This is an optimization exercise on Yosys and OpenROAD, whose aim is small area, a short achievable clock period and few clock cycles, not a production implementation. Only simulation tests tie the RTL to the original design; equivalence was not proved. Power is estimated from default activity; no workload was simulated.

===== run.sh =====
#!/bin/bash
# synth_recipe.tcl (not shown) runs the flow's synth.tcl, then flattens the netlist and writes it again
# the make line also repeats each setting of config.mk as NAME=value (left out here)
make -C /OpenROAD-flow-scripts/flow DESIGN_CONFIG=/design/flow/config.mk WORK_HOME=/design/flow/orfs CLKGATE_MAP_FILE= SYNTH_SCRIPT=/design/flow/synth_recipe.tcl finish

===== config.mk =====
export PLATFORM = sky130hd
export DESIGN_NAME = mcb_core
export DESIGN_NICKNAME = mcb_core
export VERILOG_FILES = /design/flow/design.v
export SDC_FILE = /design/flow/constraint.sdc
export NUM_CORES = 8
export LEC_CHECK = 0
export CAP_MARGIN = 20
export CORE_MARGIN = 2
export CORE_UTILIZATION = 40
export SLEW_MARGIN = 20

===== constraint.sdc =====
create_clock -name core_clock -period 12.0 [get_ports {clk}]
set_input_delay 2.4000 -clock core_clock [delete_from_list [all_inputs] [get_ports {clk}]]
set_output_delay 2.4000 -clock core_clock [all_outputs]
set_load 0.01 [all_outputs]

===== design.v =====
module mcb_core #(
    parameter EDGE_DEPTH = 32,              
    parameter AW         = 5                
) (
    input  wire        clk,
    input  wire        rst,
    input  wire        cmd_valid,
    output wire        cmd_ready,
    input  wire [63:0] cmd_data,
    output wire        evt_valid,
    input  wire        evt_ready,
    output wire [63:0] evt_data,
    output wire        irq
);
    localparam [1:0] LV_LOW = 2'd0, LV_MID = 2'd1, LV_HIGH = 2'd2;
    localparam [1:0] CH_EMPTY = 2'd0, CH_OPEN = 2'd1, CH_CLOSED = 2'd2, CH_FAILED = 2'd3;
    localparam [2:0] AS_IDLE = 3'd0, AS_LEN = 3'd1, AS_DATA = 3'd2, AS_SUM = 3'd3, AS_END = 3'd4;
    localparam [3:0] OP_NOP = 4'h0, OP_SAMPLE = 4'h1, OP_CLOSE = 4'h2, OP_QUERY = 4'h3,
                     OP_DECODE = 4'h4, OP_ASM_BYTE = 4'h5, OP_ASM_CLEAR = 4'h6,
                     OP_EDGE_RD = 4'h7, OP_CSR_RD = 4'h8, OP_CSR_WR = 4'h9, OP_CLEAR = 4'hA;
    localparam [7:0] E_ILLEGAL_OP = 8'h01, E_RSVD_NONZERO = 8'h02, E_BAD_LEVEL = 8'h03,
                     E_CH_NOT_OPEN = 8'h04, E_OUT_OF_ORDER = 8'h05, E_EMPTY_CHANNEL = 8'h06,
                     E_EDGE_OVERFLOW = 8'h07, E_NOT_READY = 8'h08, E_NOT_CONFIGURED = 8'h09,
                     E_BAD_CSR = 8'h0A, E_CSR_READ_ONLY = 8'h0B, E_BAD_CSR_VALUE = 8'h0C,
                     E_INDEX_RANGE = 8'h0D, E_ASM_TIME_ORDER = 8'h0E;
    localparam [3:0] ST_IDLE  = 4'd0,  ST_EXEC  = 4'd1,  ST_LOOK  = 4'd2,  ST_DINIT = 4'd3,
                     ST_DWALK = 4'd4,  ST_DBYTE = 4'd5,  ST_ASTEP = 4'd6,  ST_FHDR  = 4'd7,
                     ST_FDATA = 4'd8,  ST_FEND  = 4'd9,  ST_DDONE = 4'd10;
    localparam [1:0] R_QUERY = 2'd0, R_BIT = 2'd1, R_DIR = 2'd2;
    reg  [2:0]  ctrl;
    reg  [31:0] bit_ticks;
    reg  [3:0]  data_bits;
    reg  [1:0]  stop_short;
    reg  [1:0]  stop_long;
    reg  [15:0] resync_bp;
    reg  [7:0]  end_marker;
    reg  [7:0]  mk_marker [0:7];
    reg  [3:0]  mk_type   [0:7];
    reg  [7:0]  mk_valid;
    reg  [8:0]  isr;
    reg  [8:0]  ier;
    reg  [11:0] last_err;
    reg  [31:0] bytes_scanned, frames_found, frames_dropped, resync_discards;
    reg  [31:0] bytes_decoded, ambig_count, bit0_count;
    reg  [1:0]  ch_state [0:1];
    reg  [AW:0] ch_count [0:1];
    reg  [47:0] ch_last_t [0:1];
    reg  [1:0]  ch_last_l [0:1];
    reg         ch_prev_rec [0:1];
    reg  [49:0] emem0 [0:EDGE_DEPTH-1];
    reg  [49:0] emem1 [0:EDGE_DEPTH-1];
    reg  [2:0]  as_state;
    reg         as_have_prev;
    reg  [47:0] as_prev_t;
    reg         as_prev_dir;
    reg  [7:0]  f_marker;
    reg  [3:0]  f_type;
    reg  [31:0] f_start;
    reg  [7:0]  f_len;
    reg  [7:0]  f_count;
    reg  [7:0]  f_sum;
    reg  [7:0]  f_acc;           
    reg  [31:0] f_end;
    reg  [7:0]  f_data [0:254];
    reg  [3:0]  st;
    reg  [63:0] w;               
    reg         evt_valid_q;
    reg  [63:0] evt_data_q;
    reg  [1:0]  lk_ret;
    reg         lk_ch;
    reg  [49:0] lk_u;            
    reg  [AW:0] lk_j;
    reg  [1:0]  lk_lvl;
    reg  [AW:0] d_k;
    reg  [1:0]  d_prev_lvl;
    reg  [48:0] d_cursor;
    reg  [47:0] d_s;
    reg  [49:0] d_u;
    reg  [3:0]  d_bi;
    reg  [7:0]  d_val;
    reg  [1:0]  d_lp0;
    reg  [1:0]  d_ls;
    reg  [47:0] a_t;
    reg  [7:0]  a_v;
    reg         a_dir;
    reg         a_in_dec;        
    reg  [7:0]  f_pos;
    assign cmd_ready = (st == ST_IDLE) && !rst;
    assign evt_valid = evt_valid_q && !rst;
    assign evt_data  = evt_data_q;
    assign irq       = |(isr & ier);
    wire out_free = !evt_valid_q || evt_ready;
    wire [3:0]  op    = w[63:60];
    wire        w_ch  = w[59];
    wire [1:0]  w_lvl = w[58:57];
    wire [7:0]  w_val = w[55:48];
    wire [47:0] w_t   = w[47:0];
    wire [7:0]  w_csr = w[39:32];
    wire [31:0] w_dat = w[31:0];
    reg [63:0] rsv;
    always @(*) begin
        case (op)
            OP_NOP, OP_DECODE, OP_ASM_CLEAR, OP_CLEAR: rsv = 64'h0FFF_FFFF_FFFF_FFFF;
            OP_CLOSE:    rsv = 64'h07FF_FFFF_FFFF_FFFF;
            OP_SAMPLE:   rsv = 64'h01FF_0000_0000_0000;
            OP_QUERY:    rsv = 64'h07FF_0000_0000_0000;
            OP_ASM_BYTE: rsv = 64'h0700_0000_0000_0000;
            OP_EDGE_RD:  rsv = 64'h07FF_FFFF_0000_0000;
            OP_CSR_RD:   rsv = 64'h0FFF_FF00_FFFF_FFFF;
            OP_CSR_WR:   rsv = 64'h0FFF_FF00_0000_0000;
            default:     rsv = 64'h0;
        endcase
    end
    wire [1:0]  c_state = ch_state[w_ch];
    wire [AW:0] c_count = ch_count[w_ch];
    wire [47:0] c_last_t = ch_last_t[w_ch];
    wire [1:0]  c_last_l = ch_last_l[w_ch];
    wire        c_prev_rec = ch_prev_rec[w_ch];
    reg          rd_ch;
    reg [AW-1:0] rd_idx;
    always @(*) begin
        case (st)
            ST_LOOK:  begin rd_ch = lk_ch; rd_idx = lk_j[AW-1:0]; end
            ST_DINIT: begin rd_ch = 1'b0;  rd_idx = {AW{1'b0}};   end
            ST_DWALK: begin rd_ch = 1'b0;  rd_idx = d_k[AW-1:0];  end
            default:  begin rd_ch = w_ch;  rd_idx = w_dat[AW-1:0]; end
        endcase
    end
    wire [49:0] rd_ent  = rd_ch ? emem1[rd_idx] : emem0[rd_idx];
    wire [47:0] rd_time = rd_ent[47:0];
    wire [1:0]  rd_lvl  = rd_ent[49:48];
    wire csr_mapped = (w_csr <= 8'h04) || (w_csr >= 8'h08 && w_csr <= 8'h1D);
    wire csr_ro     = (w_csr == 8'h00) || (w_csr == 8'h10) || (w_csr >= 8'h13 && w_csr <= 8'h1D);
    wire csr_legal  = !((w_csr == 8'h02) && (w_dat == 32'd0)) &&
                      !((w_csr == 8'h03) && ((w_dat[3:0] == 4'd0) || (w_dat[3:0] > 4'd8)));
    reg [31:0] csr_rdata;
    always @(*) begin
        csr_rdata = 32'd0;
        case (w_csr)
            8'h00: csr_rdata = 32'h4D43_0001;
            8'h01: csr_rdata = {29'd0, ctrl};
            8'h02: csr_rdata = bit_ticks;
            8'h03: csr_rdata = {resync_bp, 8'd0, stop_long, stop_short, data_bits};
            8'h04: csr_rdata = {24'd0, end_marker};
            8'h08, 8'h09, 8'h0A, 8'h0B, 8'h0C, 8'h0D, 8'h0E, 8'h0F:
                   csr_rdata = {mk_valid[w_csr[2:0]], 19'd0, mk_type[w_csr[2:0]], mk_marker[w_csr[2:0]]};
            8'h10: csr_rdata = {24'd0, as_have_prev, as_state, ch_state[1], ch_state[0]};
            8'h11: csr_rdata = {23'd0, isr};
            8'h12: csr_rdata = {23'd0, ier};
            8'h13: csr_rdata = {20'd0, last_err};
            8'h14: csr_rdata = {{(31-AW){1'b0}}, ch_count[0]};
            8'h15: csr_rdata = {{(31-AW){1'b0}}, ch_count[1]};
            8'h16: csr_rdata = bytes_scanned;
            8'h17: csr_rdata = frames_found;
            8'h18: csr_rdata = frames_dropped;
            8'h19: csr_rdata = resync_discards;
            8'h1A: csr_rdata = bytes_decoded;
            8'h1B: csr_rdata = ambig_count;
            8'h1C: csr_rdata = bit0_count;
            8'h1D: csr_rdata = EDGE_DEPTH;
            default: csr_rdata = 32'd0;
        endcase
    end
    wire        smp_trans = (w_lvl != c_last_l);
    wire [AW+1:0] smp_need = c_prev_rec ? 2'd1 : 2'd2;
    reg [7:0] err_code;
    reg       err_fatal;
    always @(*) begin
        err_code  = 8'h00;
        err_fatal = 1'b0;
        if (op >= 4'hB)
            err_code = E_ILLEGAL_OP;
        else if ((w & rsv) != 64'd0)
            err_code = E_RSVD_NONZERO;
        else begin
            case (op)
                OP_SAMPLE: begin
                    if (w_lvl == 2'b11)
                        err_code = E_BAD_LEVEL;
                    else if (c_state == CH_CLOSED || c_state == CH_FAILED)
                        err_code = E_CH_NOT_OPEN;
                    else if (c_state == CH_OPEN && w_t <= c_last_t) begin
                        err_code = E_OUT_OF_ORDER; err_fatal = 1'b1;
                    end else if (c_state == CH_OPEN && smp_trans &&
                                 ({1'b0, c_count} + smp_need > EDGE_DEPTH)) begin
                        err_code = E_EDGE_OVERFLOW; err_fatal = 1'b1;
                    end
                end
                OP_CLOSE: begin
                    if (c_state == CH_CLOSED || c_state == CH_FAILED)
                        err_code = E_CH_NOT_OPEN;
                    else if (c_state == CH_EMPTY) begin
                        err_code = E_EMPTY_CHANNEL; err_fatal = 1'b1;
                    end else if (!c_prev_rec && (c_count + 1'b1 > EDGE_DEPTH)) begin
                        err_code = E_EDGE_OVERFLOW; err_fatal = 1'b1;
                    end
                end
                OP_QUERY: begin
                    if (c_state != CH_CLOSED) err_code = E_NOT_READY;
                end
                OP_EDGE_RD: begin
                    if (c_state != CH_CLOSED)       err_code = E_NOT_READY;
                    else if (w_dat >= c_count)      err_code = E_INDEX_RANGE;
                end
                OP_DECODE: begin
                    if (ch_state[0] != CH_CLOSED || ch_state[1] != CH_CLOSED)
                        err_code = E_NOT_READY;
                    else if (bit_ticks == 32'd0)
                        err_code = E_NOT_CONFIGURED;
                end
                OP_ASM_BYTE: begin
                    if (bit_ticks == 32'd0)
                        err_code = E_NOT_CONFIGURED;
                    else if (as_have_prev && (w_t < as_prev_t))
                        err_code = E_ASM_TIME_ORDER;
                end
                OP_CSR_RD: begin
                    if (!csr_mapped) err_code = E_BAD_CSR;
                end
                OP_CSR_WR: begin
                    if (!csr_mapped)      err_code = E_BAD_CSR;
                    else if (csr_ro)      err_code = E_CSR_READ_ONLY;
                    else if (!csr_legal)  err_code = E_BAD_CSR_VALUE;
                end
                default: ;
            endcase
        end
    end
    wire lk_hit  = (lk_j < ch_count[lk_ch]) && ({1'b0, rd_time, 1'b0} <= lk_u);
    wire [49:0] bt_x2      = {17'd0, bit_ticks, 1'b0};
    wire [49:0] u_first    = {1'b0, rd_time, 1'b0} + 3 * {18'd0, bit_ticks};
    wire [49:0] u_next     = d_u + bt_x2;
    wire        last_bit   = (d_bi + 4'd1 == data_bits);
    wire        dir_b      = (d_ls == LV_MID);
    wire [1:0]  stop_bits  = dir_b ? stop_long : stop_short;
    wire [3:0]  char_bits  = 4'd1 + data_bits + {2'b00, stop_bits};
    wire [48:0] cursor_nxt = {1'b0, d_s} + char_bits * {17'd0, bit_ticks};
    wire [47:0] as_tol    = resync_bp * bit_ticks;
    wire [47:0] as_gap    = a_t - as_prev_t;
    wire        as_resync = as_have_prev && ((as_gap > as_tol) || (a_dir != as_prev_dir));
    wire [2:0]  as_cur    = as_resync ? AS_IDLE : as_state;
    reg         mk_hit;
    reg  [3:0]  mk_hit_type;
    integer     m;
    always @(*) begin
        mk_hit = 1'b0;
        mk_hit_type = 4'd0;
        for (m = 7; m >= 0; m = m - 1) begin
            if (mk_valid[m] && mk_marker[m] == a_v) begin
                mk_hit = 1'b1;
                mk_hit_type = mk_type[m];
            end
        end
    end
    wire frame_ok = (a_v == end_marker) && (f_acc + f_sum == 8'd0);
    integer i;
    always @(posedge clk) begin
        if (rst) begin
            st           <= ST_IDLE;
            evt_valid_q  <= 1'b0;
            ctrl         <= 3'b111;
            bit_ticks    <= 32'd0;
            data_bits    <= 4'd8;
            stop_short   <= 2'd1;
            stop_long    <= 2'd2;
            resync_bp    <= 16'd100;
            end_marker   <= 8'h03;
            for (i = 0; i < 8; i = i + 1) begin
                mk_marker[i] <= 8'h00;
                mk_type[i]   <= 4'h0;
            end
            mk_marker[0] <= 8'h01;
            mk_marker[1] <= 8'h02;
            mk_type[1]   <= 4'h1;
            mk_valid     <= 8'b0000_0011;
            isr          <= 9'd0;
            ier          <= 9'd0;
            last_err     <= 12'd0;
            bytes_scanned   <= 32'd0;
            frames_found    <= 32'd0;
            frames_dropped  <= 32'd0;
            resync_discards <= 32'd0;
            bytes_decoded   <= 32'd0;
            ambig_count     <= 32'd0;
            bit0_count      <= 32'd0;
            ch_state[0]  <= CH_EMPTY;
            ch_state[1]  <= CH_EMPTY;
            ch_count[0]  <= 0;
            ch_count[1]  <= 0;
            as_state     <= AS_IDLE;
            as_have_prev <= 1'b0;
        end else begin
            if (evt_valid_q && evt_ready)
                evt_valid_q <= 1'b0;
            case (st)
            ST_IDLE: begin
                if (cmd_valid) begin
                    w  <= cmd_data;
                    st <= ST_EXEC;
                end
            end
            ST_EXEC: if (out_free) begin
                st <= ST_IDLE;
                if (err_code != 8'h00) begin
                    last_err <= {op, err_code};
                    isr[0]   <= 1'b1;
                    if (err_fatal) begin
                        ch_state[w_ch] <= CH_FAILED;
                        isr[1 + w_ch]  <= 1'b1;
                    end
                    if (ctrl[2]) begin
                        evt_valid_q <= 1'b1;
                        evt_data_q  <= {4'hE, op, err_code, w_t};
                    end
                end else begin
                    case (op)
                        OP_SAMPLE: begin
                            if (c_state == CH_EMPTY) begin
                                if (w_ch) emem1[0] <= {w_lvl, w_t};
                                else      emem0[0] <= {w_lvl, w_t};
                                ch_count[w_ch]    <= 1;
                                ch_prev_rec[w_ch] <= 1'b1;
                                ch_state[w_ch]    <= CH_OPEN;
                            end else if (!smp_trans) begin
                                ch_prev_rec[w_ch] <= 1'b0;
                            end else begin
                                if (c_prev_rec) begin
                                    if (w_ch) emem1[c_count[AW-1:0]] <= {w_lvl, w_t};
                                    else      emem0[c_count[AW-1:0]] <= {w_lvl, w_t};
                                    ch_count[w_ch] <= c_count + 1'b1;
                                end else begin
                                    if (w_ch) begin
                                        emem1[c_count[AW-1:0]]        <= {c_last_l, c_last_t};
                                        emem1[c_count[AW-1:0] + 1'b1] <= {w_lvl, w_t};
                                    end else begin
                                        emem0[c_count[AW-1:0]]        <= {c_last_l, c_last_t};
                                        emem0[c_count[AW-1:0] + 1'b1] <= {w_lvl, w_t};
                                    end
                                    ch_count[w_ch] <= c_count + 2'd2;
                                end
                                ch_prev_rec[w_ch] <= 1'b1;
                            end
                            ch_last_t[w_ch] <= w_t;
                            ch_last_l[w_ch] <= w_lvl;
                        end
                        OP_CLOSE: begin
                            if (!c_prev_rec) begin
                                if (w_ch) emem1[c_count[AW-1:0]] <= {c_last_l, c_last_t};
                                else      emem0[c_count[AW-1:0]] <= {c_last_l, c_last_t};
                                ch_count[w_ch]    <= c_count + 1'b1;
                                ch_prev_rec[w_ch] <= 1'b1;
                            end
                            ch_state[w_ch] <= CH_CLOSED;
                        end
                        OP_QUERY: begin
                            lk_ret <= R_QUERY;
                            lk_ch  <= w_ch;
                            lk_u   <= {1'b0, w_t, 1'b0};
                            lk_j   <= 0;
                            lk_lvl <= LV_HIGH;
                            st     <= ST_LOOK;
                        end
                        OP_DECODE: begin
                            st <= ST_DINIT;
                        end
                        OP_ASM_BYTE: begin
                            a_t      <= w_t;
                            a_v      <= w_val;
                            a_dir    <= w_ch;
                            a_in_dec <= 1'b0;
                            st       <= ST_ASTEP;
                        end
                        OP_ASM_CLEAR: begin
                            as_state        <= AS_IDLE;
                            as_have_prev    <= 1'b0;
                            bytes_scanned   <= 32'd0;
                            frames_found    <= 32'd0;
                            frames_dropped  <= 32'd0;
                            resync_discards <= 32'd0;
                        end
                        OP_EDGE_RD: begin
                            evt_valid_q <= 1'b1;
                            evt_data_q  <= {4'h2, w_ch, 9'd0, rd_lvl, rd_time};
                        end
                        OP_CSR_RD: begin
                            evt_valid_q <= 1'b1;
                            evt_data_q  <= {4'h3, 20'd0, w_csr, csr_rdata};
                        end
                        OP_CSR_WR: begin
                            case (w_csr)
                                8'h01: ctrl <= w_dat[2:0];
                                8'h02: bit_ticks <= w_dat;
                                8'h03: begin
                                    data_bits  <= w_dat[3:0];
                                    stop_short <= w_dat[5:4];
                                    stop_long  <= w_dat[7:6];
                                    resync_bp  <= w_dat[31:16];
                                end
                                8'h04: end_marker <= w_dat[7:0];
                                8'h08, 8'h09, 8'h0A, 8'h0B, 8'h0C, 8'h0D, 8'h0E, 8'h0F: begin
                                    mk_marker[w_csr[2:0]] <= w_dat[7:0];
                                    mk_type[w_csr[2:0]]   <= w_dat[11:8];
                                    mk_valid[w_csr[2:0]]  <= w_dat[31];
                                end
                                8'h11: isr <= isr & ~w_dat[8:0];
                                8'h12: ier <= w_dat[8:0];
                                default: ;
                            endcase
                        end
                        OP_CLEAR: begin
                            ch_state[0]     <= CH_EMPTY;
                            ch_state[1]     <= CH_EMPTY;
                            ch_count[0]     <= 0;
                            ch_count[1]     <= 0;
                            as_state        <= AS_IDLE;
                            as_have_prev    <= 1'b0;
                            bytes_scanned   <= 32'd0;
                            frames_found    <= 32'd0;
                            frames_dropped  <= 32'd0;
                            resync_discards <= 32'd0;
                            bytes_decoded   <= 32'd0;
                            ambig_count     <= 32'd0;
                            bit0_count      <= 32'd0;
                            isr             <= 9'd0;
                            last_err        <= 12'd0;
                        end
                        default: ;   
                    endcase
                end
            end
            ST_LOOK: begin
                if (lk_hit) begin
                    lk_lvl <= rd_lvl;
                    lk_j   <= lk_j + 1'b1;
                end else begin
                    case (lk_ret)
                        R_QUERY: if (out_free) begin
                            evt_valid_q <= 1'b1;
                            evt_data_q  <= {4'h1, w_ch, 9'd0, lk_lvl, w_t};
                            st          <= ST_IDLE;
                        end
                        R_BIT: begin
                            d_val[d_bi[2:0]] <= (lk_lvl == LV_HIGH);
                            if (d_bi == 4'd0) begin
                                d_lp0  <= lk_lvl;
                                lk_ret <= R_DIR;
                                lk_ch  <= 1'b1;
                                lk_u   <= d_u;
                                lk_j   <= 0;
                                lk_lvl <= LV_HIGH;
                            end else if (last_bit) begin
                                st <= ST_DBYTE;
                            end else begin
                                d_bi   <= d_bi + 1'b1;
                                d_u    <= u_next;
                                lk_ret <= R_BIT;
                                lk_ch  <= 1'b0;
                                lk_u   <= u_next;
                                lk_j   <= 0;
                                lk_lvl <= LV_HIGH;
                            end
                        end
                        default: begin   
                            d_ls <= lk_lvl;
                            if (last_bit) begin
                                st <= ST_DBYTE;
                            end else begin
                                d_bi   <= d_bi + 1'b1;
                                d_u    <= u_next;
                                lk_ret <= R_BIT;
                                lk_ch  <= 1'b0;
                                lk_u   <= u_next;
                                lk_j   <= 0;
                                lk_lvl <= LV_HIGH;
                            end
                        end
                    endcase
                end
            end
            ST_DINIT: begin
                as_state        <= AS_IDLE;
                as_have_prev    <= 1'b0;
                bytes_scanned   <= 32'd0;
                frames_found    <= 32'd0;
                frames_dropped  <= 32'd0;
                resync_discards <= 32'd0;
                bytes_decoded   <= 32'd0;
                ambig_count     <= 32'd0;
                bit0_count      <= 32'd0;
                d_cursor        <= 49'd0;
                d_k             <= 1;
                d_prev_lvl      <= rd_lvl;
                st              <= ST_DWALK;
            end
            ST_DWALK: begin
                if (d_k >= ch_count[0]) begin
                    st <= ST_DDONE;
                end else begin
                    d_prev_lvl <= rd_lvl;
                    if (d_prev_lvl == LV_HIGH && rd_lvl != LV_HIGH &&
                        {1'b0, rd_time} >= d_cursor) begin
                        d_s    <= rd_time;
                        d_bi   <= 4'd0;
                        d_val  <= 8'd0;
                        d_u    <= u_first;
                        lk_ret <= R_BIT;
                        lk_ch  <= 1'b0;
                        lk_u   <= u_first;
                        lk_j   <= 0;
                        lk_lvl <= LV_HIGH;
                        st     <= ST_LOOK;
                    end else begin
                        d_k <= d_k + 1'b1;
                    end
                end
            end
            ST_DBYTE: if (out_free) begin
                d_cursor      <= cursor_nxt;
                bytes_decoded <= bytes_decoded + 1'b1;
                if (d_ls == LV_HIGH) begin
                    ambig_count <= ambig_count + 1'b1;
                    isr[3]      <= 1'b1;
                end
                if (d_lp0 == LV_HIGH) begin
                    bit0_count <= bit0_count + 1'b1;
                    isr[4]     <= 1'b1;
                end
                if (ctrl[0]) begin
                    evt_valid_q <= 1'b1;
                    evt_data_q  <= {4'h4, dir_b, (d_ls == LV_HIGH), (d_lp0 == LV_HIGH), 1'b0, d_val, d_s};
                end
                a_t      <= d_s;
                a_v      <= d_val;
                a_dir    <= dir_b;
                a_in_dec <= 1'b1;
                st       <= ST_ASTEP;
            end
            ST_DDONE: if (out_free) begin
                evt_valid_q <= 1'b1;
                evt_data_q  <= {4'h8, 28'd0, bytes_decoded};
                isr[8]      <= 1'b1;
                st          <= ST_IDLE;
            end
            ST_ASTEP: begin
                if (as_resync && as_state != AS_IDLE) begin
                    resync_discards <= resync_discards + 1'b1;
                    isr[7]          <= 1'b1;
                end
                as_have_prev  <= 1'b1;
                as_prev_t     <= a_t;
                as_prev_dir   <= a_dir;
                bytes_scanned <= bytes_scanned + 1'b1;
                if (a_in_dec) begin
                    d_k <= d_k + 1'b1;
                    st  <= ST_DWALK;
                end else begin
                    st  <= ST_IDLE;
                end
                case (as_cur)
                    AS_IDLE: begin
                        as_state <= AS_IDLE;
                        if (mk_hit) begin
                            f_marker <= a_v;
                            f_type   <= mk_hit_type;
                            f_start  <= bytes_scanned;
                            as_state <= AS_LEN;
                        end
                    end
                    AS_LEN: begin
                        f_len    <= a_v;
                        f_acc    <= a_v;
                        f_count  <= 8'd0;
                        as_state <= (a_v != 8'd0) ? AS_DATA : AS_SUM;
                    end
                    AS_DATA: begin
                        f_data[f_count] <= a_v;
                        f_acc           <= f_acc + a_v;
                        f_count         <= f_count + 1'b1;
                        if (f_count + 1'b1 == f_len)
                            as_state <= AS_SUM;
                    end
                    AS_SUM: begin
                        f_sum    <= a_v;
                        as_state <= AS_END;
                    end
                    default: begin   
                        f_end    <= bytes_scanned;
                        as_state <= AS_IDLE;
                        if (frame_ok) begin
                            frames_found <= frames_found + 1'b1;
                            isr[5]       <= 1'b1;
                            if (ctrl[1])
                                st <= ST_FHDR;
                        end else begin
                            frames_dropped <= frames_dropped + 1'b1;
                            isr[6]         <= 1'b1;
                        end
                    end
                endcase
            end
            ST_FHDR: if (out_free) begin
                evt_valid_q <= 1'b1;
                evt_data_q  <= {4'h5, f_type, f_marker, f_len, f_sum, f_start};
                f_pos       <= 8'd0;
                st          <= (f_len == 8'd0) ? ST_FEND : ST_FDATA;
            end
            ST_FDATA: if (out_free) begin
                evt_valid_q <= 1'b1;
                evt_data_q  <= {4'h6, 44'd0, f_pos, f_data[f_pos]};
                f_pos       <= f_pos + 1'b1;
                if (f_pos + 1'b1 == f_len)
                    st <= ST_FEND;
            end
            ST_FEND: if (out_free) begin
                evt_valid_q <= 1'b1;
                evt_data_q  <= {4'h7, 20'd0, a_v, f_end};
                if (a_in_dec) begin
                    d_k <= d_k + 1'b1;
                    st  <= ST_DWALK;
                end else begin
                    st  <= ST_IDLE;
                end
            end
            default: st <= ST_IDLE;
            endcase
        end
    end
endmodule

==> reports/results.txt <==
clock root cell - clkbuf_16
Critical Path Sink Type - flip-flop
DRC Markers - 0
critical path class - reg2reg
most frequent cell after synthesis - edfxtp_1
Starting Density - 0.401
Post-Layout Cell Count - 40500
global routing's busiest layer - met2
syn avg cell area - 11.1 µm²
max capacitance violation total - 0
Total Die Area - 831000 µm²
Area Overhead vs Synth - 12.6%
Clock H-tree levels - 6
Max-slew headroom - 0.107
layout cells sized above 1 - 0.119
number of antenna violations at the first check in global routing - 119
first-pass GRT wire length - 1900 mm
Pins Over Slew Limit - 0
Std-Cell Rows - 333
sequential fraction of the synthesis area - 0.572
dpl hpwl - 862 mm
clock latency on the worst-skew pair - 1260 ps
NumNets Final - 30200
Required @ worst endpoint - 12950 ps
setup_tns - 0 ps
fin crit share - 0.949
placed cells - 39200
post-route ant nets - 0
top_reg_cell synth - edfxtp_1
measured slew at the worst slew-check pin - 1340 ps
final wirelength - 1370 mm
Post-Synthesis Cell Area - 329000 µm²
Via Count - 260000
Worst Path Arrival - 12330 ps
achievable frequency - 87.8 MHz
GR Util met1 - 0.415
Filler Cell Count - 74400
final worst slack - 616 ps
Register Area - 188000 µm²
RSZ-0062 raised after global routing - false
leading area contributor after synthesis - edfxtp_1
largest net degree at the start of global routing - 202
synth unique cells - 108
crit path time final - 11380 ps
Max FO, Critical Path - 18
slowest stage delay, CP - 540 ps
TritonRoute pass-1 iters - 9
cell mode on critical path - buf_4
Syn Inst Count - 29700
worst hold path type - reg2reg
outcome - timing/DRC/antenna clean
WL/cell - 33.9 µm
grt met3 use - 0.0997
gp weighted congestion - 0.987
CTS tree - built
EDFF count, synth - 6037
maximum ir drop on the vdd rail - 171 µV
all-layer global routing usage - 0.317
Final Instance Area - 371000 µm²
# clock sinks - 6391
Mapped Nets - 30900
average vias per placed instance - 6.41
Placement Setup Slack - 242 ps
I/O pin total - 135
vias in the first global route - 243000
Area after DPL - 348000 µm²
Setup Viol. Count Final - 0
Commonest cells post-synth - edfxtp_1, nand2_1, o21ai_0
post-synthesis async set-or-reset flop share - 0
met2 usage - 0.462
synth top area cells - edfxtp_1, nand2_1, o21ai_0
Port Buffers - 134
Die Y - 911 µm
Pleak - 132 nW
Die X-Extent - 911 µm
Fin. Hold Viols - 0
1st-iter DRT viols - 45900
Core Box Area - 821000 µm²
top cell type's share of synthesized area - 0.550
Worst setup SP type - flip-flop
CP max-delay cell - fa_1
Synth Register Bits - 6391
GRT overflow - 0
Clock transition at path regs - 60 ps
CTS max path bufs - 4
multi-input logic area - 130000 µm²
Num CTS Buffers - 687
Synthesis Warnings - 1
Final Skew - 126 ps
P per Cell Area - 137 nW/µm²
-- layer usage --
layer / share of wire / vias up
met2: 0.42 / 20900
li1: - / 107000
met3: 0.15 / 4233
met1: 0.36 / 128000
met4: 0.075 / 58
met5: 0.00038 / -
-- report_power, final --
| group | total [mW] | switching (mW) | leakage, nW | internal [mW] |
|---|---|---|---|---|
| clock network | 21.8 | 9.63 | 11.0 | 12.2 |
| logic | 4.49 | 3.32 | 63.8 | 1.16 |
| registers | 24.5 | 0.0876 | 57.3 | 24.4 |
-- sequential cells by signal, summed over array words and instances (netlist names), 32 cells and up, named ones only --
register         cells
mk_marker           64
bit0_count          32
d_u                 50
a_t                 48
bit_ticks           32
f_end               32
w                   64
emem0             1600
bytes_decoded       32
ch_last_t           96
evt_data_q          64
lk_u                50
f_data            2040
frames_dropped      32
mk_type             32
f_start             32
bytes_scanned       32
frames_found        32
as_prev_t           48
emem1             1600
ambig_count         32
d_cursor            49
resync_discards     32
d_s                 48
-- cells in the final DEF (no fill, tap or decap), drive strengths merged, types with 110 or more instances in the layout --
cell and n:
nand2 5565, a22oi 121, edfxtp 6037, a21oi 1660, a21o 165, and3 304
nor4 110, xnor2 346, buf 1342, clkbuf 839, ha 596, and2 318
clkinv 304, mux2i 290, a311oi 395, nand3 1445, xor2 159, nor2 1131
dfxtp 354, inv 899, a211oi 182, clkdlybuf4s50 133, o21ai 3724, fa 549
nor3 248, mux4 751, a31oi 150, nand4 167
-- worst paths after layout --
check                             startpoint        endpoint  slack, ps  cells after the start
worst min-delay path                 a_t[23]   as_prev_t[23]        430                      0
worst min register to register       a_t[23]   as_prev_t[23]        430                      0
worst max register to register  resync_bp[1]  f_data[236][6]        620                     43
worst max-delay path            resync_bp[1]  f_data[236][6]        620                     43
-- cells by family (layout without fill, tap and decap cells) --
logic type,after synthesis,in the layout,share of synthesized area
AO/OA/AOI/OAI,7162,7162,0.126
XOR/XNOR,505,505,0.0134
adder cells (fa/ha/maj),1145,1145,0.0560
buffers and inverters,3726,3612,0.0438
flip-flops,6391,6391,0.572
multiplexers,1064,1064,0.0610
other,0,63,0
AND/OR/NAND/NOR,9686,9686,0.128
-- through the flow --
step | power (mW) | hold slack [ps] | util
after floorplan | 27.1 | 426 | -
after detailed placement | 29.1 | 445 | 0.424
after global placement | 29.1 | 435 | 0.423
after CTS | 50.6 | 429 | 0.451
final | 50.8 | 432 | 0.452
after global routing | 51.7 | 456 | 0.452
-- critical path, delay by kind of cell, from the launching register on --
family          cells  cell delay, ps
xor+xnor            1             240
flops               1             470
compound gates     11            2880
simple gates       11            1580
buf+inv            12            2110
fa+ha+maj           8            3720
-- repair_timing --
item                       CTS  global route
setup endpoints to repair    0          2012
setup buffers                0             3
resized for setup            0            17
hold buffers                 0             0
-- layout make-up --
class                   instances  share of cell area
flip-flops and latches       6391               0.508
multi-input cells           19600               0.349
clock buffers                 838              0.0484
well taps                   10900              0.0367
repair buffers               1476              0.0358
clock inverters               427              0.0127
inverters                     871             0.00884
diodes                         63            0.000425
Testbench counts, summed over its fixed seeds: cycles 79,195.

==> afterwards: timing with drivers on the ports <==
How much do the figures lean on ideal ports? The routed layout below was timed once more, with nothing changed but the port constraints. Step 1 (the two cells are an assumption about what drives the block):
set clk [get_ports {clk}]
set_driving_cell -lib_cell sky130_fd_sc_hd__clkbuf_16 $clk
set_driving_cell -lib_cell sky130_fd_sc_hd__buf_2 [delete_from_list [all_inputs] $clk]
Step 2 also shifts input and output timing later by t, the mid clock arrival at the registers, as if the neighbouring blocks saw the same clock. Three values: ideal, step 1, step 2; two values: the first two.
t, ns: 1.311
setup slack, ns: 0.616 / 0.616 / 0.616
worst hold slack (ns): 0.432 / 0.432 / 0.432
worst setup path after step 2: register to register
worst slew at a driven data input, ns: 0.34
After both steps this run still meets setup and hold. For this run, drivers alone change the setup slack by 0.000 ns; drivers and shift together by 0.000 ns.
